Context: an optimization exercise on an open-source flow, tuned for a short achievable clock period and few clock cycles. The choices shown serve that exercise and are no tape-out recipe.
Function was checked by simulation only, so behaviour that the tests miss may differ from the original.
Power and IR drop assume default switching activity.

==> flow/config.mk <==
export PLATFORM = sky130hd
export DESIGN_NAME = beebc_core
export DESIGN_NICKNAME = beebc_core
export VERILOG_FILES = /design/flow/design.v
export SDC_FILE = /design/flow/constraint.sdc
export NUM_CORES = 4
export LEC_CHECK = 0
export CAP_MARGIN = 20
export CORE_MARGIN = 2
export CORE_UTILIZATION = 40
export SETUP_SLACK_MARGIN = 2.4
export SLEW_MARGIN = 20
export TNS_END_PERCENT = 100
==> flow/design.v <==
module beebc_decoder (
    input  wire [3:0] opcode,
    output wire       is_lda,
    output wire       is_alu,    
    output wire       is_sub,
    output wire       is_sta,
    output wire       is_ldi,
    output wire       is_jmp,
    output wire       is_jc,
    output wire       is_jz,
    output wire       is_out,
    output wire       is_hlt
);
    assign is_lda = (opcode == 4'd1);
    assign is_alu = (opcode == 4'd2) | (opcode == 4'd3);
    assign is_sub = (opcode == 4'd3);
    assign is_sta = (opcode == 4'd4);
    assign is_ldi = (opcode == 4'd5);
    assign is_jmp = (opcode == 4'd6);
    assign is_jc  = (opcode == 4'd7);
    assign is_jz  = (opcode == 4'd8);
    assign is_out = (opcode == 4'd14);
    assign is_hlt = (opcode == 4'd15);
endmodule
module beebc_core (
    input  wire       clk,
    input  wire       rst,         
    output wire [3:0] mem_addr,
    input  wire [7:0] mem_rdata,
    output wire [7:0] mem_wdata,
    output wire       mem_we,
    output wire [7:0] out,
    output wire       out_strobe,
    output wire       halted
);
    reg  [7:0] xir;
    reg        xv;          
    reg  [7:0] bop;         
    reg        bv;          
    reg x_lda, x_alu, x_sub, x_sta, x_ldi, x_out, x_hlt;    
    reg  [7:0] fir;
    reg [15:0] f_oh;        
    reg        fv;          
    reg  [3:0] fpc;
    reg  [3:0] fpc1;        
    reg  [3:0] fpc2;        
    reg [15:0] fpc1_oh;     
    reg        pend;        
    reg        pkind;       
    reg  [7:0] firb;
    reg [15:0] fb_oh;
    reg        fbv;
    reg  [3:0] fpcb;
    reg  [3:0] fpcb1;
    reg  [3:0] fpcb2;
    reg [15:0] fpcb1_oh;
    reg  [7:0] a;
    reg  [7:0] alu;
    reg  [7:0] out_r;
    reg        cf;
    reg        zf;
    reg        halted_r;    
    reg        halted_o;    
    reg        out_valid;   
    reg  [7:0] mc [0:15];
    reg [15:0] mv;
    reg  [3:0] pa;          
    reg        pwe;         
    reg        p_opnd;      
    reg        p_fill;      
    function [15:0] dec16;
        input [3:0] v;
        dec16 = 16'h0001 << v;
    endfunction
    function [15:0] rotl;
        input [15:0] v;
        rotl = {v[14:0], v[15]};
    endfunction
    function [15:0] rotr;
        input [15:0] v;
        rotr = {v[0], v[15:1]};
    endfunction
    function [7:0] sel8;
        input [15:0] oh;
        integer k;
        begin
            sel8 = 8'h00;
            for (k = 0; k < 16; k = k + 1)
                sel8 = sel8 | (mc[k] & {8{oh[k]}});
        end
    endfunction
    wire run = ~halted_r;
    wire rd  = ~pwe;
    wire [3:0] xn = xir[3:0];
    wire x_exec  = run & xv & ~((x_lda | x_alu) & ~bv) & ~(x_hlt & out_valid);
    wire advance = run & (~xv | x_exec);    
    wire x_flags = x_exec & x_alu;          
    wire [7:0] sum, dif;
    wire       s_co, d_co;
    beebc_add8 u_add (.x(a), .y(bop),  .ci(1'b0), .s(sum), .co(s_co));
    beebc_add8 u_sub (.x(a), .y(~bop), .ci(1'b1), .s(dif), .co(d_co));
    wire       ovf   = x_sub ? ~d_co : s_co;    
    wire [7:0] r     = x_sub ? dif : sum;
    wire       z_new = x_sub ? (a == bop) : ((a == 8'h00) & (bop == 8'h00));
    wire [7:0] alu_next = ovf ? alu : r;
    wire [7:0] a_ld  = (x_exec & x_lda) ? bop : ((x_exec & x_ldi) ? {4'h0, xn} : a);
    wire [7:0] a_nr  = x_flags ? r : a_ld;
    wire [7:0] a_nx  = (x_flags & ovf) ? alu : a_nr;
    wire  [3:0] jn     = fir[3:0];
    wire        jv     = fv & ~pend;
    wire f_lda, f_alu, f_sub, f_sta, f_ldi, f_jmp, f_jc, f_jz, f_out, f_hlt;
    beebc_decoder u_dj (
        .opcode (fir[7:4]),
        .is_lda (f_lda), .is_alu (f_alu), .is_sub (f_sub), .is_sta (f_sta),
        .is_ldi (f_ldi), .is_jmp (f_jmp), .is_jc  (f_jc),  .is_jz  (f_jz),
        .is_out (f_out), .is_hlt (f_hlt)
    );
    wire j_pend  = x_flags & (f_jc | f_jz);
    wire j_taken = f_jmp | (~x_flags & ((f_jc & cf) | (f_jz & zf)));
    wire [15:0] rd_oh = dec16(mem_rdata[3:0]);
    wire        m1_w  = pwe & (xn == jn);
    wire        m1_r  = rd  & (pa == jn);
    wire        m1_v  = |(mv & f_oh);
    wire  [7:0] m1    = sel8(f_oh & mv) | (mem_rdata & {8{m1_r}});
    wire [15:0] m1_oh = dec16(m1[3:0]);
    wire        m1ok  = ~m1_w & (m1_v | m1_r);
    wire        m2_w  = pwe & (xn == fpc1);
    wire        m2_r  = rd  & (pa == fpc1);
    wire        m2_v  = |(mv & fpc1_oh);
    wire  [7:0] m2    = sel8(fpc1_oh & mv) | (mem_rdata & {8{m2_r}});
    wire [15:0] m2_oh = dec16(m2[3:0]);
    wire        m2ok  = ~m2_w & (m2_v | m2_r);
    wire        j_self = f_sta & |(f_oh & fpc1_oh);
    wire        m2okf  = m2ok & ~j_self;
    wire        psel    = pkind ? zf : cf;
    wire        pr_b    = rd & (pa == fpcb);    
    wire        pr_a    = rd & (pa == fpc);     
    wire        pv      = psel ? (fv | pr_a) : (fbv | pr_b);
    wire  [7:0] pir     = psel ? (fv ? fir : mem_rdata) : (fbv ? firb : mem_rdata);
    wire [15:0] p_oh    = psel ? (fv ? f_oh : rd_oh) : (fbv ? fb_oh : rd_oh);
    wire  [3:0] ppc     = psel ? fpc  : fpcb;
    wire  [3:0] ppc1    = psel ? fpc1 : fpcb1;
    wire  [3:0] ppc2    = psel ? fpc2 : fpcb2;
    wire [15:0] ppc1_oh = psel ? fpc1_oh : fpcb1_oh;
    wire        f_fill  = ~fv & p_fill & ~pend;
    wire halt_nx = halted_r | halted_o | (x_exec & x_hlt);
    wire outv_nx = x_exec & x_out;
    wire       jd_sta  = f_sta & ~halt_nx;
    wire       f_ld    = f_lda | f_alu;
    wire [3:0] jn1     = jn + 4'd1;
    wire [15:0] fpc2_oh = rotl(fpc1_oh);
    wire [15:0] jn1_oh  = rotl(f_oh);
    wire       hd_sta  = xv & x_sta & ~halt_nx;
    wire       hd_opnd = xv & (x_lda | x_alu) & ~bv & ~p_opnd;
    wire       fv_h    = fv | f_fill;
    wire [3:0] pf_h    = |(mv & fpc1_oh) ? fpc2 : fpc1;
    wire       s_step  = advance & jv;
    wire       s_pick  = advance & pend;
    wire       s_hold  = ~advance & (hd_sta | hd_opnd);
    wire       s_fill  = ~fv_h;
    wire [3:0] c_pa   [0:3];
    wire       c_opnd [0:3];
    wire       c_fill [0:3];
    genvar gi;
    generate
        for (gi = 0; gi < 4; gi = gi + 1) begin : dec
            wire ok1 = gi[0];    
            wire ok2 = gi[1];    
            wire opnd = f_ld & ~ok1;
            reg [3:0] pa_c;
            reg       fill_c;
            always @(*) begin
                fill_c = 1'b0;
                if (s_step) begin
                    if (jd_sta | opnd)
                        pa_c = jn;
                    else if (j_pend)
                        pa_c = ~ok2 ? fpc1 : (~ok1 ? jn : fpc2);
                    else if (j_taken) begin
                        pa_c   = ok1 ? jn1 : jn;
                        fill_c = ~ok1;
                    end else begin
                        pa_c   = ok2 ? fpc2 : fpc1;
                        fill_c = ~ok2;
                    end
                end else if (s_pick) begin
                    pa_c   = pv ? ppc1 : ppc;
                    fill_c = ~pv;
                end else if (s_hold)
                    pa_c = xn;
                else if (s_fill) begin
                    pa_c   = fpc;
                    fill_c = 1'b1;
                end else
                    pa_c = pf_h;
            end
            assign c_pa[gi]   = pa_c;
            assign c_fill[gi] = fill_c;
            assign c_opnd[gi] = s_step ? opnd : (s_hold & hd_opnd);
        end
    endgenerate
    wire [1:0] okc     = {m2okf, m1ok};
    wire [3:0] pa_nx   = c_pa[okc];
    wire       fill_nx = c_fill[okc];
    wire       opnd_nx = c_opnd[okc];
    wire       pwe_nx  = s_step ? jd_sta : (s_hold & hd_sta);
    wire       jd_opnd = f_ld & ~m1ok;
    wire m1_hlt  = m1ok & (m1[7:4] == 4'hf);
    wire m2_hlt  = m2okf & (m2[7:4] == 4'hf);
    wire fa_hlt  = ~j_pend & (j_taken ? m1_hlt : m2_hlt);
    wire early_a = jv & ~((f_lda | f_alu) & ~m1ok) & ~f_sta & ~f_out & fa_hlt;
    wire fh_hlt  = ~pend & fv & f_hlt;
    wire early_h = xv & ~((x_lda | x_alu) & ~bv & ~p_opnd) & ~x_sta & ~x_out & fh_hlt;
    always @(posedge clk) begin
        if (rst) begin
            mv <= 16'h0000;
        end else if (run) begin
            if (pwe) begin
                mc[pa]    <= a;
            end else begin
                mc[pa]    <= mem_rdata;
            end
            mv[pa] <= 1'b1;
        end
    end
    wire        use_a   = j_taken | j_pend;      
    wire  [7:0] fir_nx  = use_a ? m1 : m2;
    wire [15:0] f_oh_nx = use_a ? m1_oh : m2_oh;
    reg   [7:0] fload;
    always @(*) begin
        if (advance & jv)       fload = fir_nx;
        else if (advance & pend) fload = pir;
        else                     fload = mem_rdata;
    end
    wire f_load = (advance & (jv | pend)) | f_fill;
    always @(posedge clk) begin
        if (rst) begin
            xv       <= 1'b0;
            fv       <= 1'b0;
            pend     <= 1'b0;
            fpc      <= 4'h0;
            fpc1     <= 4'h1;
            fpc2     <= 4'h2;
            fpc1_oh  <= 16'h0002;
            a        <= 8'h00;
            alu      <= 8'h00;
            out_r    <= 8'h00;
            cf       <= 1'b0;
            zf       <= 1'b0;
            halted_r <= 1'b0;
            halted_o <= 1'b0;
            out_valid <= 1'b0;
            pa       <= 4'h0;
            pwe      <= 1'b0;
            p_opnd   <= 1'b0;
            p_fill   <= 1'b1;
        end else begin
            out_valid <= outv_nx;
            begin
                pa     <= pa_nx;
                pwe    <= pwe_nx;
                p_opnd <= opnd_nx;
                p_fill <= fill_nx;
                if (f_load) begin
                    fir   <= fload;
                end
                if (advance) begin
                    xir   <= fir;
                    xv    <= jv;
                    x_lda <= f_lda;
                    x_alu <= f_alu;
                    x_sub <= f_sub;
                    x_sta <= f_sta;
                    x_ldi <= f_ldi;
                    x_out <= f_out;
                    x_hlt <= f_hlt;
                    bop   <= m1;
                    bv    <= m1ok;
                    if (jv) begin
                        f_oh <= f_oh_nx;
                        fv   <= use_a ? m1ok : m2okf;
                        pend <= j_pend;
                        pkind <= f_jz;
                        if (use_a) begin
                            fpc     <= jn;
                            fpc1    <= jn1;
                            fpc2    <= jn + 4'd2;
                            fpc1_oh <= jn1_oh;
                        end else begin
                            fpc     <= fpc1;
                            fpc1    <= fpc2;
                            fpc2    <= fpc2 + 4'd1;
                            fpc1_oh <= fpc2_oh;
                        end
                        firb     <= m2;
                        fb_oh    <= m2_oh;
                        fbv      <= m2okf;
                        fpcb     <= fpc1;
                        fpcb1    <= fpc2;
                        fpcb2    <= fpc2 + 4'd1;
                        fpcb1_oh <= fpc2_oh;
                    end else if (pend) begin
                        f_oh    <= p_oh;
                        fv      <= pv;
                        pend    <= 1'b0;
                        fpc     <= ppc;
                        fpc1    <= ppc1;
                        fpc2    <= ppc2;
                        fpc1_oh <= ppc1_oh;
                    end else if (f_fill) begin
                        f_oh <= rd_oh;
                        fv   <= 1'b1;
                    end
                    halted_o <= halt_nx | (((jv & f_hlt) | early_a) & ~outv_nx);
                end else begin
                    if (p_opnd) begin
                        bop <= mem_rdata;
                        bv  <= 1'b1;
                    end
                    if (f_fill) begin
                        f_oh <= rd_oh;
                        fv   <= 1'b1;
                    end
                    halted_o <= halt_nx | (((xv & x_hlt) | early_h) & ~outv_nx);
                end
            end
            a <= a_nx;
            if (x_flags) begin
                alu <= alu_next;
                cf  <= ovf;
                zf  <= z_new;
            end
            if (x_exec) begin
                if (x_out) out_r <= a;
                if (x_hlt) halted_r <= 1'b1;
            end
            if (halted_o) halted_r <= 1'b1;
        end
    end
    assign mem_addr   = pa;
    assign mem_wdata  = a;
    assign mem_we     = pwe;
    assign out        = out_r;
    assign out_strobe = out_valid;
    assign halted     = halted_o;
endmodule
module beebc_add8 (
    input  wire [7:0] x,
    input  wire [7:0] y,
    input  wire       ci,
    output wire [7:0] s,
    output wire       co
);
    wire [7:0] p = x ^ y;
    wire [7:0] g0 = {x[7:1] & y[7:1], (x[0] & y[0]) | (p[0] & ci)};
    wire [7:0] p0 = p;
    wire [7:0] g1, p1, g2, p2, g3;
    genvar i;
    generate
        for (i = 0; i < 8; i = i + 1) begin : l1
            if (i >= 1) begin : a
                assign g1[i] = g0[i] | (p0[i] & g0[i-1]);
                assign p1[i] = p0[i] & p0[i-1];
            end else begin : b
                assign g1[i] = g0[i];
                assign p1[i] = p0[i];
            end
        end
        for (i = 0; i < 8; i = i + 1) begin : l2
            if (i >= 2) begin : a
                assign g2[i] = g1[i] | (p1[i] & g1[i-2]);
                assign p2[i] = p1[i] & p1[i-2];
            end else begin : b
                assign g2[i] = g1[i];
                assign p2[i] = p1[i];
            end
        end
        for (i = 0; i < 8; i = i + 1) begin : l3
            if (i >= 4) begin : a
                assign g3[i] = g2[i] | (p2[i] & g2[i-4]);
            end else begin : b
                assign g3[i] = g2[i];
            end
        end
    endgenerate
    wire [7:0] c = {g3[6:0], ci};
    assign s  = p ^ c;
    assign co = g3[7];
endmodule
==> flow/constraint.sdc <==
create_clock -name core_clock -period 5.0 [get_ports {clk}]
set_input_delay 1.0000 -clock core_clock [delete_from_list [all_inputs] [get_ports {clk}]]
set_output_delay 1.0000 -clock core_clock [all_outputs]
set_load 0.01 [all_outputs]
==> flow/run.sh <==
#!/bin/bash
# synth_recipe.tcl (not shown) runs the flow's synth.tcl, then flattens the netlist and writes it again
# the make line also repeats each setting of config.mk as NAME=value (left out here)
make -C /OpenROAD-flow-scripts/flow DESIGN_CONFIG=/design/flow/config.mk WORK_HOME=/design/flow/orfs CLKGATE_MAP_FILE= SYNTH_SCRIPT=/design/flow/synth_recipe.tcl finish
==> results.cfg, run 1 <==
[layout]
final_common_cell = edfxtp_1
syn_to_final_growth_pct = 23.5
fin_cells = 2215
layout_common_cells = edfxtp_1, nor2_1, nand2_1
final_core_util_pct = 50.1
design.final.nets = 1700
nFillCells = 3626
drive_gt1_share_pct = 22.9

[clocking]
clock_sinks = 309
clk_pin_slew_ns = 0.05
clockBufferDepth = 3
clk-insertion-delay-late_ns = 0.57
clockRootBuffer = clkbuf_16
numCtsBuffers = 36
hold_buffers = 0
htreeDepth = 2
cts_tree = done

[global_routing]
grt_usage_pct = 30.3
grt_max_degree = 41
grt_pass1_vias = 13634
grt_pass1_wl_mm = 92.8
grt-ovfl-total = 0
antenna_found_initial = 1

[logic_synthesis]
synth-seq-area-share_pct = 52.4
synth_area_leaders = edfxtp_1, dfxtp_1, a22oi_1
synth_fp_nets = 1616
yosys.area.top_type = edfxtp_1
synth_cell_type_count = 75
synth.top_cell.area_share_pct = 42.1
ys_ff_latch = 309
synthCells = 1579
yosys_warnings = 1
synth-edff-count = 226
syn-cell-area_mm2 = 0.0161
synth_flop_cell = edfxtp_1
avgSynthCellArea_um2 = 10.2
ys_async_sr_fraction_pct = 0

[detailed_routing]
drtIter0Drc = 1828
drc = 0
num_vias = 14592
avgViaCountPerCell = 6.59
postRouteAntennaNets = 0
wl_mm = 65.4
routedWlPerCell_um = 29.5
first_pass_iters = 5

[timing]
tns_ns = 0
finalSetupViolCount = 0
skew_ns = 0.0344
fmax_mhz = 375
hold_viol_final = 0
rsz0062_at_grt = yes
fin_ws_ns = 2.33
tightest_slew_ns = 1.05
fin_crit_ns = 2.67
slew_violations = 0
period_share_pct = 53.3
slew-limit-headroom_pct = 29.3

[floorplanning]
die_w_um = 205
ios = 33
start_util_pct = 40.5
dieArea_mm2 = 0.0419
core-area_mm2 = 0.0397
rows = 73
dieHeight_um = 205

[power]
power_uw = 13000
leakage_uw = 0.00711
peakVddDrop_v = 0.000314
p_per_area_mw_per_mm2 = 655

[critical_path]
rr_worst_depth = 8
reg2reg_slack_ns = 2.33
reg2reg_to = pa[3]
crit_slowest_cell = clkdlybuf4s50_1
critPathLaunchType = flop
critPathCapture = mem_wdata[4]
path_delay_family = buffers and inverters
crit_start = a[4]
required_ns = 4.00
slowest_delay_ns = 0.60
path_max_fanout = 7
end_kind = output port
crit_cells = 1
timing.rr.start = f_oh[0]
arrival_ns = 1.67
crit_type = reg -> out
cp_cell_sequence = clkdlybuf4s50_1
path_buf_inv = 1

[placed_design]
hpwl_mm = 42.9
dp_slack_ns = 1.51
port_buffers = 32
post-place-cells = 2042
place_congestion = 0.978

[min_path]
min_from = out_r[3]
hp-class = reg -> reg

[status]
status = timing/DRC/antenna clean

[run]
drv_cap = 0
-- cell families (layout without fill, tap and decap cells) --
kind of cell | after synthesis | in the layout | share of synthesized area [%]
xor gates and xnor gates | 38 | 38 | 2.07
other | 0 | 1 | 0
DFF | 309 | 309 | 52.4
muxes | 53 | 53 | 3.41
AOI/OAI and AO/OA | 467 | 467 | 19.9
buffers and inverters | 146 | 254 | 3.72
and+or+nand+nor | 539 | 541 | 16.3
adders and majority gates | 27 | 27 | 2.19
-- state kept, by name (all words and copies together) (netlist names), 4 cells and up --
| register | count |
|---|---|
| alu | 8 |
| firb | 8 |
| a | 8 |
| fpcb1 | 4 |
| out_r | 8 |
| fpc1_oh | 16 |
| bop | 8 |
| fpcb | 4 |
| xir | 4 |
| fpc | 4 |
| fpc2 | 4 |
| fir | 8 |
| fpcb1_oh | 16 |
| fpc1 | 4 |
| f_oh | 16 |
| pa | 4 |
| fb_oh | 16 |
| fpcb2 | 4 |
| mv | 16 |
| mc | 128 |
-- repair_timing --
| item | CTS | global route |
|---|---|---|
| cloned | 4 | 5 |
| setup buffers | 53 | 46 |
| pin swaps | 34 | 59 |
| gates resized for setup | 145 | 135 |
| setup endpoints to repair | 148 | 62 |
-- synth_stat cells, types with 3 or more instances --
cell type and n:
a211o_1 18, a211oi_1 32, a21o_1 7, a21oi_1 112, a221oi_1 12, a22o_1 3
a22oi_1 112, a311oi_1 6, a31oi_1 13, a32oi_1 39, and2_1 50, and3_1 18
and3b_1 3, buf_1 7, buf_2 11, buf_6 5, clkbuf_1 94, dfxtp_1 83
edfxtp_1 226, ha_1 25, inv_1 27, mux2_2 11, mux2i_1 40, nand2_1 125
nand2b_1 10, nand3_1 37, nand4_1 40, nor2_1 168, nor2b_1 15, nor3_1 35
nor3b_1 4, nor4_1 6, o211ai_1 14, o21ai_0 55, o221ai_1 4, o22ai_1 14
or2_2 3, or3_1 9, or4_1 4, xnor2_1 20, xor2_1 18
-- area by class of cell --
type	instances	area, um2	area share (%)
Multi-Input combinational cell	1126	7880	39.6
Tap cell	525	657	3.30
Clock buffer	46	1000	5.03
Sequential cell	309	8500	42.7
Clock inverter	18	158	0.792
Timing Repair Buffer	161	1580	7.95
Antenna cell	1	2.50	0.0126
Inverter	29	116	0.585
-- per-layer routing --
metal	routed length [um]	track usage, %
met5	0	0
met4	3740	15.4
met3	7480	7.27
met2	28000	44.2
met1	26300	41.8
-- worst min path at each step --
stage,cells after the start,slack (ns),endpoint
after floorplan,0,0.41,fpcb[0]
final,2,0.46,out_r[3]
after CTS,2,0.46,out_r[4]
after detailed placement,2,0.45,out_r[5]
after global routing,2,0.48,out_r[3]
after global placement,2,0.45,out_r[7]
-- report_power, final --
| part | total (uW) | switching, uW | internal (uW) |
|---|---|---|---|
| clock network | 2650 | 1120 | 1520 |
| registers | 4330 | 814 | 3520 |
| logic | 6050 | 3650 | 2400 |
| total | 13000 | 5590 | 7440 |
-- through the flow --
| stage | instance area, um2 | hold WS [ns] |
|---|---|---|
| after floorplan | 16200 | 0.406 |
| after global placement | 16800 | 0.447 |
| after global routing | 19900 | 0.478 |
| after detailed placement | 16800 | 0.452 |
| after CTS | 18900 | 0.460 |
| final | 19900 | 0.457 |
-- tightest hold or removal path: stages (launching register included) --
cell and delay [ns]:
dfxtp_1 0.30, nand2_1 0.05, a21oi_1 0.05
Testbench counts, summed over its fixed seeds: cycles 27,888.
==> inputs of run 2 (changes only) <==
--- a/flow/config.mk
+++ b/flow/config.mk
@@ -7,7 +7,7 @@
 export LEC_CHECK = 0
 export CAP_MARGIN = 20
 export CORE_MARGIN = 2
-export CORE_UTILIZATION = 40
+export CORE_UTILIZATION = 50
 export SETUP_SLACK_MARGIN = 2.4
 export SLEW_MARGIN = 20
 export TNS_END_PERCENT = 100
==> results.cfg, run 2 <==
[status]
status = timing/DRC/antenna clean

[floorplanning]
core-area_mm2 = 0.0316
dieArea_mm2 = 0.0337
die_w_um = 184
rows = 65
dieHeight_um = 184
start_util_pct = 50.9
ios = 33

[timing]
tns_ns = 0
slew-limit-headroom_pct = 27.1
rsz0062_at_grt = yes
slew_violations = 0
finalSetupViolCount = 0
fmax_mhz = 377
hold_ws_ns = 0.452
skew_ns = 0.0232
tightest_slew_ns = 1.09
period_share_pct = 53.1
hold_viol_final = 0
fin_crit_ns = 2.65

[critical_path]
cp_cell_sequence = buf_4 > nor4b_4 > nor2_1 > o211ai_1 > buf_4 > clkbuf_16 > nor3_4 > and3_4 > a2111oi_2 > and4b_1
crit_slowest_cell = edfxtp_1
critPathLaunchType = flop
required_ns = 5.41
end_kind = flop
slowest_delay_ns = 0.42
path_common_cell = buf_4
path_delay_family = simple AND/OR/NAND/NOR gates
path_max_fanout = 11
crit_type = reg -> reg
arrival_ns = 3.06
path_buf_inv = 3

[placed_design]
post-place-cells = 1915
port_buffers = 32
hpwl_mm = 37.7
place_congestion = 0.943
placed_cell_area_mm2 = 0.0166

[global_routing]
grt_max_degree = 55
grt-ovfl-total = 0
grt_usage_pct = 34.7
grt_pass1_vias = 13495
antenna_found_initial = 1
grt_pass1_wl_mm = 86.7

[clocking]
clk-insertion-delay-late_ns = 0.53
clockRootBuffer = clkbuf_16
numCtsBuffers = 35
clockBufferDepth = 3
hold_buffers = 0
clk_pin_slew_ns = 0.06
htreeDepth = 2
cts_tree = done
clock_sinks = 309

[layout]
fin_area_mm2 = 0.0193
layout_common_cells = edfxtp_1, nor2_1, nand2_1
fin_cells = 2087
largest_reg_flops = 128
design.final.nets = 1696
drive_gt1_share_pct = 20.9
insertedDiodeCount = 0
syn_to_final_growth_pct = 19.6
final_common_cell = edfxtp_1
regMostFlops = mc

[detailed_routing]
routedWlPerCell_um = 28.7
wl_mm = 59.9
num_vias = 14463
avgViaCountPerCell = 6.93
drtIter0Drc = 2357
drc = 0
postRouteAntennaNets = 0
first_pass_iters = 8

[power]
p_per_area_mw_per_mm2 = 645
leakage_uw = 0.00693
peakVddDrop_v = 0.000324
power_uw = 12400

[logic_synthesis]
yosys_warnings = 1
yosys.area.top_type = edfxtp_1
syn-cell-area_mm2 = 0.0161
synth_area_leaders = edfxtp_1, dfxtp_1, a22oi_1
avgSynthCellArea_um2 = 10.2
synth-seq-area-share_pct = 52.4
ys_async_sr_fraction_pct = 0
synth_flop_cell = edfxtp_1
synth_most_common_cell = edfxtp_1
synth-edff-count = 226
synthCells = 1579
synth_cell_type_count = 75
synth_common_cells = edfxtp_1, nor2_1, nand2_1, a21oi_1, a22oi_1
ys_ff_latch = 309
synth.top_cell.area_share_pct = 42.1
synth_fp_nets = 1616

[run]
drv_cap = 0

[min_path]
hp-class = reg -> reg
run 2: cell counts after synthesis:
No cell type changed its count.
run 2: layout make-up:
cell class                      count  area [um2]
Clock buffer                       49         973
Clock inverter                     14         111
Fill cell                        2595       12400
Inverter                           29         113
Multi-Input combinational cell   1125        7680
Sequential cell                   309        8500
Tap cell                          402         503
Timing Repair Buffer              159        1390
run 2: worst min-delay path, stage by stage (launching register included):
cell	delay [ns]
dfxtp_1	0.30
nand2_1	0.05
a21oi_1	0.05
run 2: kinds of logic (layout without fill, tap and decap cells):
group / count (synthesis) / after routing / share of synthesized area [%]
adder cells (fa/ha/maj): 27 / 27 / 2.19
flip-flops: 309 / 309 / 52.4
AO/OA/AOI/OAI: 467 / 467 / 19.9
XOR/XNOR: 38 / 38 / 2.07
AND/OR/NAND/NOR: 539 / 540 / 16.3
buffers and inverters: 146 / 251 / 3.72
multiplexers: 53 / 53 / 3.41
run 2: where the power goes:
| group | internal [uW] | switching, uW | total [uW] |
|---|---|---|---|
| logic | 2260 | 3440 | 5700 |
| clock network | 1420 | 1060 | 2480 |
| registers | 3520 | 743 | 4260 |
run 2: metrics by stage:
stage | setup WS, ns | util [%]
3_3_place_gp | 1.53 | 52.6
5_1_grt | 2.27 | 60.9
6_report | 2.35 | 60.9
3_5_place_dp | 1.41 | 52.6
4_1_cts | 2.35 | 58.4
2_1_floorplan | 2.37 | -
run 2: final timing paths:
path,start,end,slack (ns),cells after the start
max,fir[5],pa[3],2.35,10
min,out_r[5],out_r[5],0.45,2
max reg2reg,fir[5],pa[3],2.35,10
min reg2reg,out_r[5],out_r[5],0.45,2
run 2: what timing repair did:
item / 4_1_cts / 5_1_grt
gates cloned: 3 / 1
gates resized for setup: 135 / 99
setup buffers: 49 / 56
setup endpoints to repair: 181 / 44
pin swaps: 24 / 43
run 2: routing by layer:
metal	track usage (%)	share of wire, %	vias to the layer above
met3	7.77	12	213
li1	-	-	6185
met4	15.7	5.0	0
met5	0	0	-
met2	50.8	43	1046
met1	49.3	41	7019
==> inputs of run 3 (changes only) <==
--- a/flow/config.mk
+++ b/flow/config.mk
@@ -7,7 +7,7 @@
 export LEC_CHECK = 0
 export CAP_MARGIN = 20
 export CORE_MARGIN = 2
-export CORE_UTILIZATION = 50
-export SETUP_SLACK_MARGIN = 2.4
+export CORE_UTILIZATION = 40
+export SETUP_SLACK_MARGIN = 2.1
 export SLEW_MARGIN = 20
 export TNS_END_PERCENT = 100
==> results.cfg, run 3 <==
[detailed_routing]
avgViaCountPerCell = 6.59
postRouteAntennaNets = 0
drc = 0
num_vias = 14070
routedWlPerCell_um = 28.5
wl_mm = 60.9
first_pass_iters = 7
drtIter0Drc = 2117

[layout]
regMostFlops = mc
largest_reg_flops = 128
drive_gt1_share_pct = 11.6
design.final.nets = 1620
insertedDiodeCount = 0
final_core_util_pct = 46.2
syn_to_final_growth_pct = 13.8
final_common_cell = edfxtp_1
nFillCells = 3704
layout_common_cells = edfxtp_1, nor2_1, nand2_1

[global_routing]
grt_max_degree = 49
grt_pass1_wl_mm = 88.4
grt_usage_pct = 28.8
grt_pass1_vias = 13124
grt-ovfl-total = 0
antenna_found_initial = 0

[logic_synthesis]
synth.top_cell.area_share_pct = 42.1
synth_fp_nets = 1616
avgSynthCellArea_um2 = 10.2
synth-edff-count = 226
syn-cell-area_mm2 = 0.0161
synth_flop_cell = edfxtp_1
yosys.area.top_type = edfxtp_1
synth_cell_type_count = 75
synth_most_common_cell = edfxtp_1
synthCells = 1579
ys_async_sr_fraction_pct = 0
synth-seq-area-share_pct = 52.4
synth_common_cells = edfxtp_1, nor2_1, nand2_1, a21oi_1, a22oi_1
synth_area_leaders = edfxtp_1, dfxtp_1, a22oi_1
ys_ff_latch = 309
yosys_warnings = 1

[clocking]
clk_pin_slew_ns = 0.06
clk-insertion-delay-late_ns = 0.56
clock_sinks = 309
clockRootBuffer = clkbuf_16
numCtsBuffers = 35
htreeDepth = 2
clockBufferDepth = 3
cts_tree = done

[timing]
hold_viol_final = 0
finalSetupViolCount = 0
hold_ws_ns = 0.459
tightest_slew_ns = 0.947
tns_ns = 0
slew-limit-headroom_pct = 36.8
rsz0062_at_grt = yes
skew_ns = 0.0308
period_share_pct = 57.7
fmax_mhz = 347
fin_crit_ns = 2.88
slew_violations = 0

[floorplanning]
die_w_um = 205
dieArea_mm2 = 0.0419
rows = 73
dieHeight_um = 205
ios = 33
core-area_mm2 = 0.0397
start_util_pct = 40.5

[power]
pwr-share-comb_pct = 40.0
p_per_area_mw_per_mm2 = 638
peakVddDrop_v = 0.000271
seqPwrFrac_pct = 37.2
switching_share_pct = 42.4
intPower_uw = 6740
leakage_uw = 0.00642
clkPwrFrac_pct = 22.8
p_switching_uw = 4950

[min_path]
hp-class = reg -> reg

[critical_path]
end_kind = output port
crit_type = reg -> out
slowest_delay_ns = 0.70
crit_slowest_cell = dfxtp_1
critPathLaunchType = flop
cp_cell_sequence = clkdlybuf4s50_1
arrival_ns = 1.88
path_delay_family = flip-flops
path_buf_inv = 1
required_ns = 4.00
path_max_fanout = 8

[placed_design]
place_congestion = 0.961
hpwl_mm = 41.3
port_buffers = 32

[status]
status = timing/DRC/antenna clean

[run]
drv_cap = 0
[run 3: metal layers]
metal / up-vias / share of wire (%) / global-route usage (%)
li1: 6024 / - / -
met1: 6810 / 42 / 41.5
met2: 1004 / 41 / 40.2
met3: 232 / 12 / 6.97
met4: 0 / 5.4 / 13.7
met5: - / 0 / 0
[run 3: power groups by stage]
stage          Combinational, uW  Sequential, uW  Clock [uW]
6_report                    4680            4350        2670
3_5_place_dp                4300            4370           0
4_1_cts                     4450            4310        2680
5_1_grt                     5010            4380        2790
3_3_place_gp                4300            4370           0
2_1_floorplan               3170            3830           0
[run 3: final timing paths]
check	startpoint	cells past startpoint	slack (ns)	to
setup / recovery	pwe	1	2.12	mem_we
hold reg to reg	out_r[6]	2	0.46	out_r[6]
hold / removal	out_r[6]	2	0.46	out_r[6]
setup reg to reg	f_oh[6]	7	2.13	f_oh[6]
[run 3: what timing repair did]
| action | 4_1_cts | 5_1_grt |
|---|---|---|
| gates resized for setup | 31 | 32 |
| hold buffers | 0 | 0 |
| setup buffers | 7 | 15 |
| endpoints found under the setup margin | 79 | 100 |
| cloned | 1 | 1 |
| pin swaps | 2 | 3 |
[run 3: layout make-up]
cell class | instances | area (um2) | area share [%]
Clock buffer | 45 | 965 | 5.26
Clock inverter | 19 | 211 | 1.15
Tap cell | 525 | 657 | 3.58
Timing Repair Buffer | 82 | 716 | 3.90
Sequential cell | 309 | 8460 | 46.2
Inverter | 29 | 116 | 0.635
Multi-Input combinational cell | 1126 | 7210 | 39.3
[run 3: cell families (layout without fill, tap and decap cells)]
| logic type | count (synthesis) | count (layout) | share of synthesized area, % |
|---|---|---|---|
| mux | 53 | 53 | 3.41 |
| simple gates | 539 | 541 | 16.3 |
| compound gates | 467 | 467 | 19.9 |
| xor+xnor | 38 | 38 | 2.07 |
| fa+ha+maj | 27 | 27 | 2.19 |
| buf+inv | 146 | 175 | 3.72 |
| flops | 309 | 309 | 52.4 |
[run 3: tightest hold or removal path: cells and delay by family, from the launching register on]
family / cells / cell delay [ns]
AO/OA/AOI/OAI: 1 / 0.05
AND/OR/NAND/NOR: 1 / 0.05
flip-flops: 1 / 0.31
[run 3: stage by stage]
| step | power, uW | cells | setup WS [ns] | area (um2) |
|---|---|---|---|---|
| after global placement | 8660 | 2047 | 1.38 | 16800 |
| after detailed placement | 8670 | 2047 | 1.40 | 16800 |
| after floorplan | 7000 | 1579 | 2.10 | 16100 |
| after CTS | 11400 | 2119 | 2.01 | 18200 |
| after global routing | 12200 | 2135 | 2.08 | 18300 |
| final | 11700 | 2135 | 2.12 | 18300 |
==> inputs of run 4 (changes only) <==
--- a/flow/config.mk
+++ b/flow/config.mk
@@ -8,6 +8,6 @@
 export CAP_MARGIN = 20
 export CORE_MARGIN = 2
 export CORE_UTILIZATION = 40
-export SETUP_SLACK_MARGIN = 2.1
+export SETUP_SLACK_MARGIN = 2.7
 export SLEW_MARGIN = 20
 export TNS_END_PERCENT = 100
==> results.cfg, run 4 <==
[critical_path]
reg2reg_to = fv
crit_type = reg -> reg
crit_cells = 9
rr_worst_depth = 9
crit_start = f_oh[0]
crit_slowest_cell = edfxtp_1
path_buf_inv = 1
path_delay_family = simple AND/OR/NAND/NOR gates
required_ns = 5.42
end_kind = flop
reg2reg_slack_ns = 2.30
critPathLaunchType = flop
timing.rr.start = f_oh[0]
critPathCapture = fv
path_max_fanout = 8
cp_cell_sequence = and2_4 > or4_1 > or3_4 > o21ai_4 > buf_4 > nor2_1 > a21oi_2 > o2111ai_1 > o211a_1
arrival_ns = 3.13
slowest_delay_ns = 0.53

[timing]
fin_ws_ns = 2.30
slew-limit-headroom_pct = 48.3
skew_ns = 0.0395
rsz0062_at_grt = yes
fin_crit_ns = 2.70
finalSetupViolCount = 0
slew_violations = 0
tightest_slew_ns = 0.771
fmax_mhz = 370
tns_ns = 0
hold_viol_final = 0
period_share_pct = 54.1

[layout]
final_common_cell = edfxtp_1
insertedDiodeCount = 0
largest_reg_flops = 128
layout_common_cells = edfxtp_1, nor2_1, buf_4
nFillCells = 3425
regMostFlops = mc
drive_gt1_share_pct = 29.4
syn_to_final_growth_pct = 29.0
design.final.nets = 1759

[global_routing]
grt_max_degree = 65
grt_pass1_vias = 13792
grt-ovfl-total = 0
grt_pass1_wl_mm = 92.8
grt_usage_pct = 30.2
antenna_found_initial = 0

[detailed_routing]
routedWlPerCell_um = 28.6
wl_mm = 64.9
drtIter0Drc = 2542
first_pass_iters = 7
avgViaCountPerCell = 6.56
postRouteAntennaNets = 0
drc = 0
num_vias = 14918

[floorplanning]
core-area_mm2 = 0.0397
rows = 73
start_util_pct = 40.5
die_w_um = 205
dieArea_mm2 = 0.0419
dieHeight_um = 205
ios = 33

[power]
clkPwrFrac_pct = 19.1
switching_share_pct = 42.7
intPower_uw = 7820
seqPwrFrac_pct = 31.4
p_per_area_mw_per_mm2 = 656
peakVddDrop_v = 0.000368
p_switching_uw = 5820
pwr-share-comb_pct = 49.5
leakage_uw = 0.00760

[logic_synthesis]
synth_common_cells = edfxtp_1, nor2_1, nand2_1, a21oi_1, a22oi_1
syn-cell-area_mm2 = 0.0161
ys_ff_latch = 309
synth_fp_nets = 1616
synth_area_leaders = edfxtp_1, dfxtp_1, a22oi_1
synth-edff-count = 226
synth_flop_cell = edfxtp_1
synth_cell_type_count = 75
synth.top_cell.area_share_pct = 42.1
synth-seq-area-share_pct = 52.4
synthCells = 1579
avgSynthCellArea_um2 = 10.2
yosys.area.top_type = edfxtp_1
ys_async_sr_fraction_pct = 0
yosys_warnings = 1
synth_most_common_cell = edfxtp_1

[placed_design]
port_buffers = 32
dp_slack_ns = 1.71
hpwl_mm = 40.1
place_congestion = 0.972

[clocking]
cts_tree = done
clk-insertion-delay-late_ns = 0.57
clockRootBuffer = clkbuf_16
clk_pin_slew_ns = 0.06
clockBufferDepth = 3
numCtsBuffers = 35
htreeDepth = 2
clock_sinks = 309

[run]
drv_cap = 0

[status]
status = timing/DRC/antenna clean

[min_path]
hp-class = reg -> reg
run 4: per-stage QoR:
step           power (uW)  instances  hold WS [ns]  util [%]  cell area (um2)
5_1_grt             14100       2273         0.473      52.3            20800
2_1_floorplan        7190       1579         0.406         -            16400
3_5_place_dp         8790       2040         0.452      42.6            16900
6_report            13600       2273         0.458      52.3            20800
3_3_place_gp         8750       2040         0.445      42.6            16900
4_1_cts             12700       2226         0.457      49.8            19800
run 4: layout make-up:
class	count	area [um2]	share of cell area, %
clock buffers	50	985	4.74
clock inverters	13	151	0.729
inverters	29	124	0.596
multi-input cells	1125	8230	39.6
flip-flops and latches	309	8520	41.0
well taps	525	657	3.16
repair buffers	222	2110	10.2
run 4: worst register-to-register path, delay by kind of cell, from the launching register on:
family          cells  cell delay [ns]
simple gates        4             1.15
flops               1             0.53
compound gates      4             0.67
buf+inv             1             0.21
run 4: metal layers:
| layer | vias to the layer above | routed length [um] | global-route usage [%] |
|---|---|---|---|
| met4 | 0 | 4220 | 15.5 |
| met5 | - | 0 | 0 |
| met1 | 7144 | 24900 | 41.5 |
| li1 | 6316 | - | - |
| met3 | 290 | 8720 | 8.43 |
| met2 | 1168 | 27100 | 43.3 |
run 4: logic make-up (layout without fill, tap and decap cells):
logic type | Yosys count | in the layout | synth area share, %
XOR/XNOR | 38 | 38 | 2.07
adder cells (fa/ha/maj) | 27 | 27 | 2.19
buffers and inverters | 146 | 314 | 3.72
AO/OA/AOI/OAI | 467 | 467 | 19.9
AND/OR/NAND/NOR | 539 | 540 | 16.3
flip-flops | 309 | 309 | 52.4
multiplexers | 53 | 53 | 3.41
run 4: repair_timing:
action / CTS / global route
pin swaps: 98 / 82
endpoints found under the setup margin: 261 / 208
resized for setup: 288 / 138
buffers inserted: 119 / 45
hold buffers: 0 / 0
gates cloned: 4 / 2
endpoints found under the hold margin: 0 / 0
run 4: how the worst min path moves through the flow:
| stage | slack, ns | start | depth (start not counted) | end |
|---|---|---|---|---|
| after floorplan | 0.41 | fpc1[0] | 0 | fpcb[0] |
| after global placement | 0.45 | out_r[1] | 2 | out_r[1] |
| after detailed placement | 0.45 | out_r[0] | 2 | out_r[0] |
| after CTS | 0.46 | out_r[5] | 2 | out_r[5] |
| after global routing | 0.47 | out_r[0] | 2 | out_r[0] |
| final | 0.46 | out_r[5] | 2 | out_r[5] |
run 4: power groups by stage:
stage | clock [uW] | sequential, uW | combinational (uW)
2_1_floorplan | 0 | 3830 | 3350
3_3_place_gp | 0 | 4370 | 4370
3_5_place_dp | 0 | 4380 | 4400
4_1_cts | 2630 | 4210 | 5810
5_1_grt | 2720 | 4310 | 7080
6_report | 2600 | 4280 | 6750
==> inputs of run 5 (changes only) <==
--- a/flow/design.v
+++ b/flow/design.v
@@ -54,7 +54,9 @@
     reg  [3:0] fpcb1;
     reg  [3:0] fpcb2;
     reg [15:0] fpcb1_oh;
-    reg  [7:0] a;
+    reg  [7:0] a_reg;
+    reg        a_is_alu;
+    wire [7:0] a;
     reg  [7:0] alu;
     reg  [7:0] out_r;
     reg        cf;
@@ -102,10 +104,7 @@
     wire       ovf   = x_sub ? ~d_co : s_co;    
     wire [7:0] r     = x_sub ? dif : sum;
     wire       z_new = x_sub ? (a == bop) : ((a == 8'h00) & (bop == 8'h00));
-    wire [7:0] alu_next = ovf ? alu : r;
-    wire [7:0] a_ld  = (x_exec & x_lda) ? bop : ((x_exec & x_ldi) ? {4'h0, xn} : a);
-    wire [7:0] a_nr  = x_flags ? r : a_ld;
-    wire [7:0] a_nx  = (x_flags & ovf) ? alu : a_nr;
+    assign a = a_is_alu ? alu : a_reg;
     wire  [3:0] jn     = fir[3:0];
     wire        jv     = fv & ~pend;
     wire f_lda, f_alu, f_sub, f_sta, f_ldi, f_jmp, f_jc, f_jz, f_out, f_hlt;
@@ -242,7 +241,8 @@
             fpc1     <= 4'h1;
             fpc2     <= 4'h2;
             fpc1_oh  <= 16'h0002;
-            a        <= 8'h00;
+            a_reg    <= 8'h00;
+            a_is_alu <= 1'b0;
             alu      <= 8'h00;
             out_r    <= 8'h00;
             cf       <= 1'b0;
@@ -256,7 +256,7 @@
             p_fill   <= 1'b1;
         end else begin
             out_valid <= outv_nx;
-            begin
+            if (run) begin
                 pa     <= pa_nx;
                 pwe    <= pwe_nx;
                 p_opnd <= opnd_nx;
@@ -324,11 +324,14 @@
                     halted_o <= halt_nx | (((xv & x_hlt) | early_h) & ~outv_nx);
                 end
             end
-            a <= a_nx;
             if (x_flags) begin
-                alu <= alu_next;
+                a_is_alu <= 1'b1;
+                if (~ovf) alu <= r;
                 cf  <= ovf;
                 zf  <= z_new;
+            end else if (x_exec & (x_lda | x_ldi)) begin
+                a_is_alu <= 1'b0;
+                a_reg    <= x_lda ? bop : {4'h0, xn};
             end
             if (x_exec) begin
                 if (x_out) out_r <= a;
--- a/flow/config.mk
+++ b/flow/config.mk
@@ -5,9 +5,9 @@
 export SDC_FILE = /design/flow/constraint.sdc
 export NUM_CORES = 4
 export LEC_CHECK = 0
+export ABC_CLOCK_PERIOD_IN_PS = 2000
 export CAP_MARGIN = 20
 export CORE_MARGIN = 2
 export CORE_UTILIZATION = 40
-export SETUP_SLACK_MARGIN = 2.7
+export SETUP_SLACK_MARGIN = 3.0
 export SLEW_MARGIN = 20
-export TNS_END_PERCENT = 100
==> results.cfg, run 5 <==
[global_routing]
grt_max_degree = 79
antenna_found_initial = 1
grt_pass1_wl_mm = 96.7
grt-ovfl-total = 0
grt_pass1_vias = 14954
grt_usage_pct = 31.2

[timing]
rsz0062_at_grt = yes
slew-limit-headroom_pct = 41.7
hold_viol_final = 0
skew_ns = 0.0244
period_share_pct = 56.2
tns_ns = 0
finalSetupViolCount = 0
fin_crit_ns = 2.81
tightest_slew_ns = 0.875
slew_violations = 0
fmax_mhz = 356

[floorplanning]
dieArea_mm2 = 0.0420
rows = 73
dieHeight_um = 205
start_util_pct = 40.5
ios = 33
die_w_um = 205
core-area_mm2 = 0.0398

[logic_synthesis]
synthCells = 1594
avgSynthCellArea_um2 = 10.1
yosys.area.top_type = edfxtp_1
synth_flop_cell = edfxtp_1
ys_ff_latch = 310
synth_most_common_cell = nor2_1
yosys_warnings = 1
synth_fp_nets = 1632
synth_area_leaders = edfxtp_1, dfxtp_1, nor2_1
synth_common_cells = nor2_1, edfxtp_1, a21oi_1, clkbuf_1, a22oi_1
syn-cell-area_mm2 = 0.0161
ys_async_sr_fraction_pct = 0
synth.top_cell.area_share_pct = 42.1
synth-edff-count = 226
synth_cell_type_count = 69
synth-seq-area-share_pct = 52.5

[layout]
design.final.nets = 1899
syn_to_final_growth_pct = 42.3
largest_reg_flops = 128
insertedDiodeCount = 0
drive_gt1_share_pct = 38.0
regMostFlops = mc
layout_common_cells = edfxtp_1, nor2_1, buf_4
fin_area_mm2 = 0.0230
final_common_cell = edfxtp_1

[critical_path]
critPathLaunchType = flop
crit_type = reg -> reg
path_max_fanout = 6
crit_start = fir[5]
required_ns = 5.46
arrival_ns = 3.27
end_kind = flop
timing.rr.start = fir[5]

[detailed_routing]
wl_mm = 68.1
first_pass_iters = 9
routedWlPerCell_um = 28.3
drc = 0
num_vias = 15881
drtIter0Drc = 2149
avgViaCountPerCell = 6.60
postRouteAntennaNets = 0

[run]
drv_cap = 0

[placed_design]
placed_cell_area_mm2 = 0.0176
port_buffers = 32
hpwl_mm = 39.9
place_congestion = 0.994

[clocking]
hold_buffers = 0
htreeDepth = 2
clk-insertion-delay-late_ns = 0.54
clockRootBuffer = clkbuf_16
cts_tree = done
clockBufferDepth = 3
numCtsBuffers = 34
clk_pin_slew_ns = 0.06
clock_sinks = 310

[min_path]
min_from = out_r[7]
hp-class = reg -> reg

[status]
status = timing/DRC/antenna clean

[power]
p_per_area_mw_per_mm2 = 631
peakVddDrop_v = 0.000301
leakage_uw = 0.00841
run 5: per-stage QoR:
step | utilization [%] | power (uW) | hold WS, ns | setup WS (ns) | cells
2_1_floorplan | - | 7440 | 0.406 | 2.46 | 1594
3_5_place_dp | 44.2 | 8980 | 0.476 | 1.51 | 2056
4_1_cts | 54.7 | 13300 | 0.499 | 2.20 | 2342
3_3_place_gp | 44.2 | 8940 | 0.467 | 1.56 | 2056
6_report | 57.7 | 14500 | 0.495 | 2.19 | 2408
5_1_grt | 57.7 | 15000 | 0.513 | 2.04 | 2408
run 5: kinds of logic (layout without fill, tap and decap cells):
| logic type | after synthesis | in the layout | synth area share, % |
|---|---|---|---|
| DFF | 310 | 310 | 52.5 |
| xor gates and xnor gates | 38 | 38 | 2.06 |
| adders and majority gates | 28 | 28 | 2.26 |
| and+or+nand+nor | 544 | 545 | 15.9 |
| buffers and inverters | 156 | 441 | 3.78 |
| muxes | 60 | 60 | 3.89 |
| AOI/OAI and AO/OA | 458 | 461 | 19.7 |
run 5: cell type report:
type                       instances  area (um2)
fill                            3163       16900
multi-input combinational       1132        8830
sequential                       310        8540
timing repair buffer             348        3700
clock buffer                      46         983
tap                              525         657
inverter                          34         153
clock inverter                    12        82.6
timing repair inverter             1        7.51
run 5: worst max-delay path, cell delays in order (launching register included):
cell	delay (ns)
edfxtp_1	0.49
buf_4	0.18
buf_4	0.14
nor3_4	0.31
nand3_1	0.29
nand2_1	0.27
o21ai_0	0.14
and3_1	0.23
o41ai_1	0.49
o41a_1	0.20
run 5: worst paths after layout:
check,slack (ns),end,cells after the start
worst max-delay path,2.19,pa[0],9
worst min-delay path,0.49,out_r[7],2
worst max register to register,2.19,pa[0],9
worst min register to register,0.49,out_r[7],2
run 5: repair_timing:
| action | in CTS | in global routing |
|---|---|---|
| setup buffers | 218 | 65 |
| resized for setup | 399 | 121 |
| gates cloned | 10 | 1 |
| pin swaps | 130 | 98 |
| endpoints found under the setup margin | 511 | 370 |
run 5: metal layers:
layer	global-route usage (%)	up-vias	part of all wire (%)
li1	-	6608	-
met1	40.4	7713	37
met2	47.6	1242	44
met3	7.94	318	12
met4	17.6	0	7.0
met5	0	-	0
run 5: power breakdown:
group	switching [uW]	internal, uW	total [uW]	leakage, uW
registers	751	3530	4290	0.00281
logic	4280	3450	7730	0.00507
clock network	1050	1430	2470	0.000528
total	6080	8420	14500	0.00841
Testbench counts of run 5, summed over its fixed seeds: cycles 27,888.
==> inputs of run 6 (changes only) <==
--- a/flow/design.v
+++ b/flow/design.v
@@ -54,9 +54,7 @@
     reg  [3:0] fpcb1;
     reg  [3:0] fpcb2;
     reg [15:0] fpcb1_oh;
-    reg  [7:0] a_reg;
-    reg        a_is_alu;
-    wire [7:0] a;
+    reg  [7:0] a;
     reg  [7:0] alu;
     reg  [7:0] out_r;
     reg        cf;
@@ -104,7 +102,14 @@
     wire       ovf   = x_sub ? ~d_co : s_co;    
     wire [7:0] r     = x_sub ? dif : sum;
     wire       z_new = x_sub ? (a == bop) : ((a == 8'h00) & (bop == 8'h00));
-    assign a = a_is_alu ? alu : a_reg;
+    wire       fa    = ~rst & x_flags & ~x_sub;
+    wire       fs    = ~rst & x_flags & x_sub;
+    wire [7:0] m_add = s_co ? alu : sum;
+    wire [7:0] m_sub = d_co ? dif : alu;
+    wire [7:0] a_ld  = rst ? 8'h00 : ((x_exec & x_lda) ? bop : ((x_exec & x_ldi) ? {4'h0, xn} : a));
+    wire [7:0] a_nx  = fa ? m_add : (fs ? m_sub : a_ld);
+    wire [7:0] alu_nx = fa ? m_add : (fs ? m_sub : (rst ? 8'h00 : alu));
+    wire       cf_nx = fa ? s_co : (fs ? ~d_co : (~rst & cf));
     wire  [3:0] jn     = fir[3:0];
     wire        jv     = fv & ~pend;
     wire f_lda, f_alu, f_sub, f_sta, f_ldi, f_jmp, f_jc, f_jz, f_out, f_hlt;
@@ -241,11 +246,7 @@
             fpc1     <= 4'h1;
             fpc2     <= 4'h2;
             fpc1_oh  <= 16'h0002;
-            a_reg    <= 8'h00;
-            a_is_alu <= 1'b0;
-            alu      <= 8'h00;
             out_r    <= 8'h00;
-            cf       <= 1'b0;
             zf       <= 1'b0;
             halted_r <= 1'b0;
             halted_o <= 1'b0;
@@ -256,7 +257,7 @@
             p_fill   <= 1'b1;
         end else begin
             out_valid <= outv_nx;
-            if (run) begin
+            begin
                 pa     <= pa_nx;
                 pwe    <= pwe_nx;
                 p_opnd <= opnd_nx;
@@ -324,15 +325,8 @@
                     halted_o <= halt_nx | (((xv & x_hlt) | early_h) & ~outv_nx);
                 end
             end
-            if (x_flags) begin
-                a_is_alu <= 1'b1;
-                if (~ovf) alu <= r;
-                cf  <= ovf;
+            if (x_flags)
                 zf  <= z_new;
-            end else if (x_exec & (x_lda | x_ldi)) begin
-                a_is_alu <= 1'b0;
-                a_reg    <= x_lda ? bop : {4'h0, xn};
-            end
             if (x_exec) begin
                 if (x_out) out_r <= a;
                 if (x_hlt) halted_r <= 1'b1;
@@ -340,6 +334,11 @@
             if (halted_o) halted_r <= 1'b1;
         end
     end
+    always @(posedge clk) begin
+        a   <= a_nx;
+        alu <= alu_nx;
+        cf  <= cf_nx;
+    end
     assign mem_addr   = pa;
     assign mem_wdata  = a;
     assign mem_we     = pwe;
==> results.cfg, run 6 <==
[status]
status = timing/DRC/antenna clean

[detailed_routing]
drc = 0
routedWlPerCell_um = 27.9
first_pass_iters = 6
wl_mm = 65.5
num_vias = 15362
postRouteAntennaNets = 0
drtIter0Drc = 2055
avgViaCountPerCell = 6.54

[critical_path]
end_kind = flop
path_max_fanout = 4
crit_slowest_cell = edfxtp_1
path_buf_inv = 4
required_ns = 5.27
crit_type = reg -> reg
path_delay_family = compound AO/OA/AOI/OAI gates
slowest_delay_ns = 0.47
arrival_ns = 3.00
rr_worst_depth = 14
critPathLaunchType = flop
path_common_cell = inv_2
reg2reg_to = a[2]
crit_cells = 14
cp_cell_sequence = inv_2 > ha_4 > inv_2 > fa_2 > a21o_1 > a21oi_4 > o22ai_4 > nor2_4 > buf_6 > buf_4 > nor2_1 > a21oi_1 > o22ai_1 > o21bai_1
reg2reg_slack_ns = 2.27
timing.rr.start = a[0]

[logic_synthesis]
synth_xor_area_share_pct = 2.14
yosys.area_share.simple_pct = 14.8
ys_ff_latch = 309
yosys.area.top_type = edfxtp_1
synth.top_cell.area_share_pct = 44.4
synthCells = 1540
synth-edff-count = 242
syn-cell-area_mm2 = 0.0164
synth_area_leaders = edfxtp_1, dfxtp_1, a22oi_1
synthMuxAreaShare_pct = 4.65
synth_top_family_by_area = compound AO/OA/AOI/OAI gates
synth-seq-area-share_pct = 52.6
synth_compound_area_share_pct = 19.9
synthAdderAreaFrac_pct = 2.16
avgSynthCellArea_um2 = 10.6
synth_fp_nets = 1577
yosys_warnings = 1
synth_cell_type_count = 86
synth_common_cells = edfxtp_1, nor2_1, a22oi_1, a21oi_1, nand2_1
ys_async_sr_fraction_pct = 0
synth_flop_cell = edfxtp_1
synth_most_common_cell = edfxtp_1

[floorplanning]
ios = 33
rows = 74
dieArea_mm2 = 0.0426
die_w_um = 206
start_util_pct = 40.3
core-area_mm2 = 0.0406
dieHeight_um = 206

[global_routing]
antenna_found_initial = 0
grt_pass1_vias = 13868
grt_usage_pct = 28.3
grtUsageMet3_pct = 7.73
grt-ovfl-total = 0
grtUsageMet2_pct = 43.1
grt_util_met1_pct = 37.9
top_usage_layer = met2
grt_max_degree = 55
grt_pass1_wl_mm = 89.2

[power]
peakVddDrop_v = 0.000310
power_uw = 14000
leakage_uw = 0.00833
p_per_area_mw_per_mm2 = 609

[timing]
hold_viol_final = 0
fmax_mhz = 366
slew_violations = 0
slew-limit-headroom_pct = 53.6
period_share_pct = 54.6
fin_ws_ns = 2.27
tns_ns = 0
skew_ns = 0.0520
rsz0062_at_grt = yes
tightest_slew_ns = 0.692
finalSetupViolCount = 0
fin_crit_ns = 2.73

[min_path]
min_from = out_r[2]
whs_path_depth = 2
hp-class = reg -> reg
hold_end = out_r[2]

[clocking]
clk-insertion-delay-late_ns = 0.58
clockBufferDepth = 3
hold_buffers = 0
clk_pin_slew_ns = 0.06
clock_sinks = 309
htreeDepth = 2
cts_tree = done
clockRootBuffer = clkbuf_16
numCtsBuffers = 36

[layout]
insertedDiodeCount = 0
regMostFlops = mc
layout_common_cells = edfxtp_1, buf_4, nor2_1
fin_area_mm2 = 0.0230
seq_area_mm2 = 0.00869
syn_to_final_growth_pct = 40.5
drive_gt1_share_pct = 41.0
design.final.nets = 1829
largest_reg_flops = 128
final_common_cell = edfxtp_1
nFillCells = 3173
multi_input_area_mm2 = 0.00899

[placed_design]
placed_cell_area_mm2 = 0.0174
dp_slack_ns = 1.52
port_buffers = 32
hpwl_mm = 37.0
place_congestion = 0.928

[run]
drv_cap = 0
run 6: changes by cell type in the layout (fill, tap and decap cells not counted), sizes merged, moves of 10 or more:
cell / before / now
a22oi: 87 / 126
a32oi: 51 / 16
and2: 35 / 54
and3: 17 / 7
buf: 338 / 308
dfxtp: 84 / 67
edfxtp: 226 / 242
mux2: 2 / 16
nor2: 246 / 159
nor4: 3 / 18
or3: 16 / 2
run 6: area by class of cell:
class / instances / share of cell area (%)
Clock buffer: 44 / 4.09
Clock inverter: 20 / 1.36
Inverter: 29 / 0.544
Multi-Input combinational cell: 1092 / 39.1
Sequential cell: 309 / 37.8
Tap cell: 532 / 2.89
Timing Repair Buffer: 324 / 14.2
run 6: through the flow:
stage | util [%] | hold WS, ns | instances
final | 56.6 | 0.478 | 2350
after global placement | 42.8 | 0.455 | 2001
after detailed placement | 42.8 | 0.467 | 2001
after global routing | 56.6 | 0.488 | 2350
after CTS | 51.0 | 0.488 | 2234
after floorplan | - | 0.403 | 1540
run 6: where the power goes:
group	switching (uW)	internal (uW)
sequential	511	3400
clock	1160	1670
combinational	4000	3260
run 6: worst max path at each step:
stage,from,to,slack [ns]
floorplan,a[0],a[6],2.38
global placement,halted_r,fb_oh[10],1.61
detailed placement,halted_r,fb_oh[2],1.52
CTS,pwe,mem_we,2.33
global route,rst,a[5],2.18
finish,a[0],a[2],2.27
run 6: cell families after synthesis:
logic type | count (synthesis)
AND/OR/NAND/NOR | 479
XOR/XNOR | 40
adder cells (fa/ha/maj) | 27
multiplexers | 74
flip-flops | 309
AO/OA/AOI/OAI | 468
buffers and inverters | 143
run 6: tightest hold or removal path: cells and delay by family, from the launching register on:
| family | cells | cell delay (ns) |
|---|---|---|
| DFF | 1 | 0.32 |
| and+or+nand+nor | 1 | 0.07 |
| muxes | 1 | 0.06 |
run 6: per-layer routing:
metal | up-vias | part of all wire (%)
li1 | 6425 | -
met1 | 7380 | 38
met2 | 1234 | 43
met3 | 321 | 13
met4 | 2 | 5.9
met5 | - | 0.069
run 6: what timing repair did:
action / CTS / global route
hold endpoints to repair: 0 / 0
gates cloned: 1 / 15
pin swaps: 68 / 131
gates resized for setup: 353 / 269
setup buffers: 168 / 101
setup endpoints to repair: 484 / 222
Testbench counts of run 6, summed over its fixed seeds: cycles 27,888.
==> inputs of run 7 (changes only) <==
--- a/flow/config.mk
+++ b/flow/config.mk
@@ -5,9 +5,9 @@
 export SDC_FILE = /design/flow/constraint.sdc
 export NUM_CORES = 4
 export LEC_CHECK = 0
-export ABC_CLOCK_PERIOD_IN_PS = 2000
 export CAP_MARGIN = 20
 export CORE_MARGIN = 2
 export CORE_UTILIZATION = 40
-export SETUP_SLACK_MARGIN = 3.0
+export SETUP_SLACK_MARGIN = 2.4
 export SLEW_MARGIN = 20
+export TNS_END_PERCENT = 100
==> results.cfg, run 7 <==
[global_routing]
grt_max_degree = 47
grt_usage_pct = 27.9
grt_pass1_vias = 13357
grt_pass1_wl_mm = 87.5
antenna_found_initial = 1
grt-ovfl-total = 0

[logic_synthesis]
synth_most_common_cell = edfxtp_1
synth_common_cells = edfxtp_1, nor2_1, a22oi_1, a21oi_1, nand2_1
ys_ff_latch = 309
synth-edff-count = 242
synth_area_leaders = edfxtp_1, dfxtp_1, a22oi_1
ys_async_sr_fraction_pct = 0
syn-cell-area_mm2 = 0.0164
yosys.area.top_type = edfxtp_1
synth_fp_nets = 1577
avgSynthCellArea_um2 = 10.6
yosys_warnings = 1
synth-seq-area-share_pct = 52.6
synth.top_cell.area_share_pct = 44.4
synth_cell_type_count = 86
synth_flop_cell = edfxtp_1
synthCells = 1540

[run]
drv_cap = 0

[floorplanning]
dieHeight_um = 206
dieArea_mm2 = 0.0426
ios = 33
core-area_mm2 = 0.0406
rows = 74
die_w_um = 206
start_util_pct = 40.3

[timing]
tightest_slew_ns = 1.21
slew_violations = 0
fin_crit_ns = 2.85
period_share_pct = 57.0
hold_viol_final = 0
fmax_mhz = 351
tns_ns = 0
slew-limit-headroom_pct = 18.7
skew_ns = 0.0271
finalSetupViolCount = 0
rsz0062_at_grt = yes

[clocking]
clockRootBuffer = clkbuf_16
cts_tree = done
clock_sinks = 309
clk-insertion-delay-late_ns = 0.56
clk_pin_slew_ns = 0.06
clockBufferDepth = 3
htreeDepth = 2
numCtsBuffers = 35
hold_buffers = 0

[placed_design]
port_buffers = 32
post-place-cells = 2009
place_congestion = 0.947
hpwl_mm = 38.2

[layout]
regMostFlops = mc
multi_input_area_mm2 = 0.00769
largest_reg_flops = 128
syn_to_final_growth_pct = 19.0
nFillCells = 3589
drive_gt1_share_pct = 20.0
design.final.nets = 1643
final_core_util_pct = 47.9
final_common_cell = edfxtp_1
layout_common_cells = edfxtp_1, nor2_1, a22oi_1
fin_cells = 2167
seq_area_mm2 = 0.00863

[detailed_routing]
wl_met2_mm = 26.5
drtIter0Drc = 2085
avgViaCountPerCell = 6.62
wl_mm = 60.5
topRoutingLayerUsed = met4
num_vias = 14341
wl_met3_mm = 6.99
routedWlPerCell_um = 27.9
drc = 0
postRouteAntennaNets = 0
m1WireLength_mm = 23.9
first_pass_iters = 9

[critical_path]
end_kind = flop
crit_type = reg -> reg
path_max_fanout = 6
arrival_ns = 3.11
required_ns = 5.26
critPathLaunchType = flop

[power]
clkPwrFrac_pct = 21.8
p_per_area_mw_per_mm2 = 603
p_switching_uw = 4810
switching_share_pct = 41.0
intPower_uw = 6920
pwr-share-comb_pct = 44.8
peakVddDrop_v = 0.000228
seqPwrFrac_pct = 33.4
leakage_uw = 0.00685

[status]
status = timing/DRC/antenna clean

[min_path]
hp-class = reg -> reg
run 7: cell counts after synthesis:
Identical to the previous run, type by type.
run 7: logic make-up after synthesis:
kind of cell	synth area share (%)
buffers and inverters	3.79
muxes	4.65
DFF	52.6
AOI/OAI and AO/OA	19.9
adders and majority gates	2.16
and+or+nand+nor	14.8
xor gates and xnor gates	2.14
run 7: timing repair:
item,CTS,global route
setup buffers,54,34
gates cloned,3,1
pin swaps,30,35
endpoints found under the hold margin,0,0
setup endpoints to repair,256,258
resized for setup,109,82
run 7: worst paths after layout:
path,cells past startpoint,from,slack (ns),to
setup / recovery,13,a[0],2.15,a[1]
hold / removal,2,mv[1],0.50,mv[1]
setup reg to reg,13,a[0],2.15,a[1]
hold reg to reg,2,mv[1],0.50,mv[1]
run 7: area by class of cell:
| cell class | instances | share of cell area, % |
|---|---|---|
| sequential | 309 | 44.3 |
| timing repair buffer | 140 | 6.47 |
| clock buffer | 39 | 4.62 |
| multi-input combinational | 1091 | 39.5 |
| antenna | 2 | 0.0257 |
| inverter | 29 | 0.584 |
| tap | 532 | 3.42 |
| clock inverter | 25 | 1.10 |
run 7: worst max-delay path: stages (launching register included):
cell and delay (ns):
edfxtp_1 0.49, buf_6 0.18, inv_4 0.06, ha_4 0.13
inv_2 0.03, fa_2 0.34, a21o_1 0.19, a21oi_4 0.17
o22ai_4 0.10, nor2_4 0.26, mux2i_1 0.28, nor2_1 0.08
nor3_2 0.18, a21oi_1 0.06
run 7: power groups by stage:
stage / sequential, uW / combinational, uW / clock (uW)
final: 3920 / 5260 / 2560
after CTS: 3920 / 4570 / 2590
after floorplan: 3680 / 3050 / 0
after global routing: 3930 / 5570 / 2700
after detailed placement: 4030 / 4050 / 0
after global placement: 4030 / 4010 / 0
run 7: metrics by stage:
stage / area (um2) / setup WS [ns] / total power (uW) / hold WS [ns]
CTS: 18900 / 2.23 / 11100 / 0.487
global placement: 17100 / 1.43 / 8030 / 0.454
floorplan: 16500 / 2.39 / 6720 / 0.403
global route: 19500 / 2.06 / 12200 / 0.536
finish: 19500 / 2.15 / 11700 / 0.495
detailed placement: 17100 / 1.30 / 8090 / 0.472
run 7: layer usage:
layer / vias up / GRT usage (%)
li1: 6054 / -
met1: 6979 / 37.1
met2: 1077 / 42.4
met3: 231 / 7.55
met4: 0 / 12.7
met5: - / 0

## re-timing with driven ports
Ports are ideal in the flow. The routed layouts listed here were re-timed in OpenROAD.
Step 1 sets driving cells, clkbuf_16 on the clock port and buf_2 on the other inputs (assumed; they add their load-dependent delay and slew).
Step 2 times the ports against the registers' clock, not the clock port: input delays grow and output delays shrink by t, the midpoint of the rising clock arrivals with the driver on.
Slacks: ideal / step 1 / step 2; pairs: ideal / step 1.
run | t (ns) | setup WS [ns] | hold WS [ns] | clock arrival spread, ns
run 1 | 0.612 | 2.334 / 2.276 / 1.832 | 0.457 / 0.457 / 0.457 | 0.035 / 0.034
run 2 | 0.569 | 2.346 / 2.346 / 2.018 | 0.452 / 0.452 / 0.452 | 0.023 / 0.024
run 3 | 0.596 | 2.116 / 2.060 / 1.744 | 0.459 / 0.459 / 0.459 | 0.032 / 0.032
run 4 | 0.601 | 2.297 / 2.297 / 1.973 | 0.458 / 0.458 / 0.458 | 0.041 / 0.041
run 5 | 0.580 | 2.188 / 2.135 / 1.962 | 0.495 / 0.495 / 0.495 | 0.027 / 0.026
run 6 | 0.612 | 2.269 / 2.269 / 1.771 | 0.478 / 0.478 / 0.478 | 0.052 / 0.052
run 7 | 0.597 | 2.151 / 2.151 / 1.742 | 0.495 / 0.495 / 0.495 | 0.027 / 0.028
After both steps setup and hold are still met in every run listed. For run 1, which loses most, drivers alone change the setup slack by -0.058 ns; drivers and shift together by -0.502 ns.
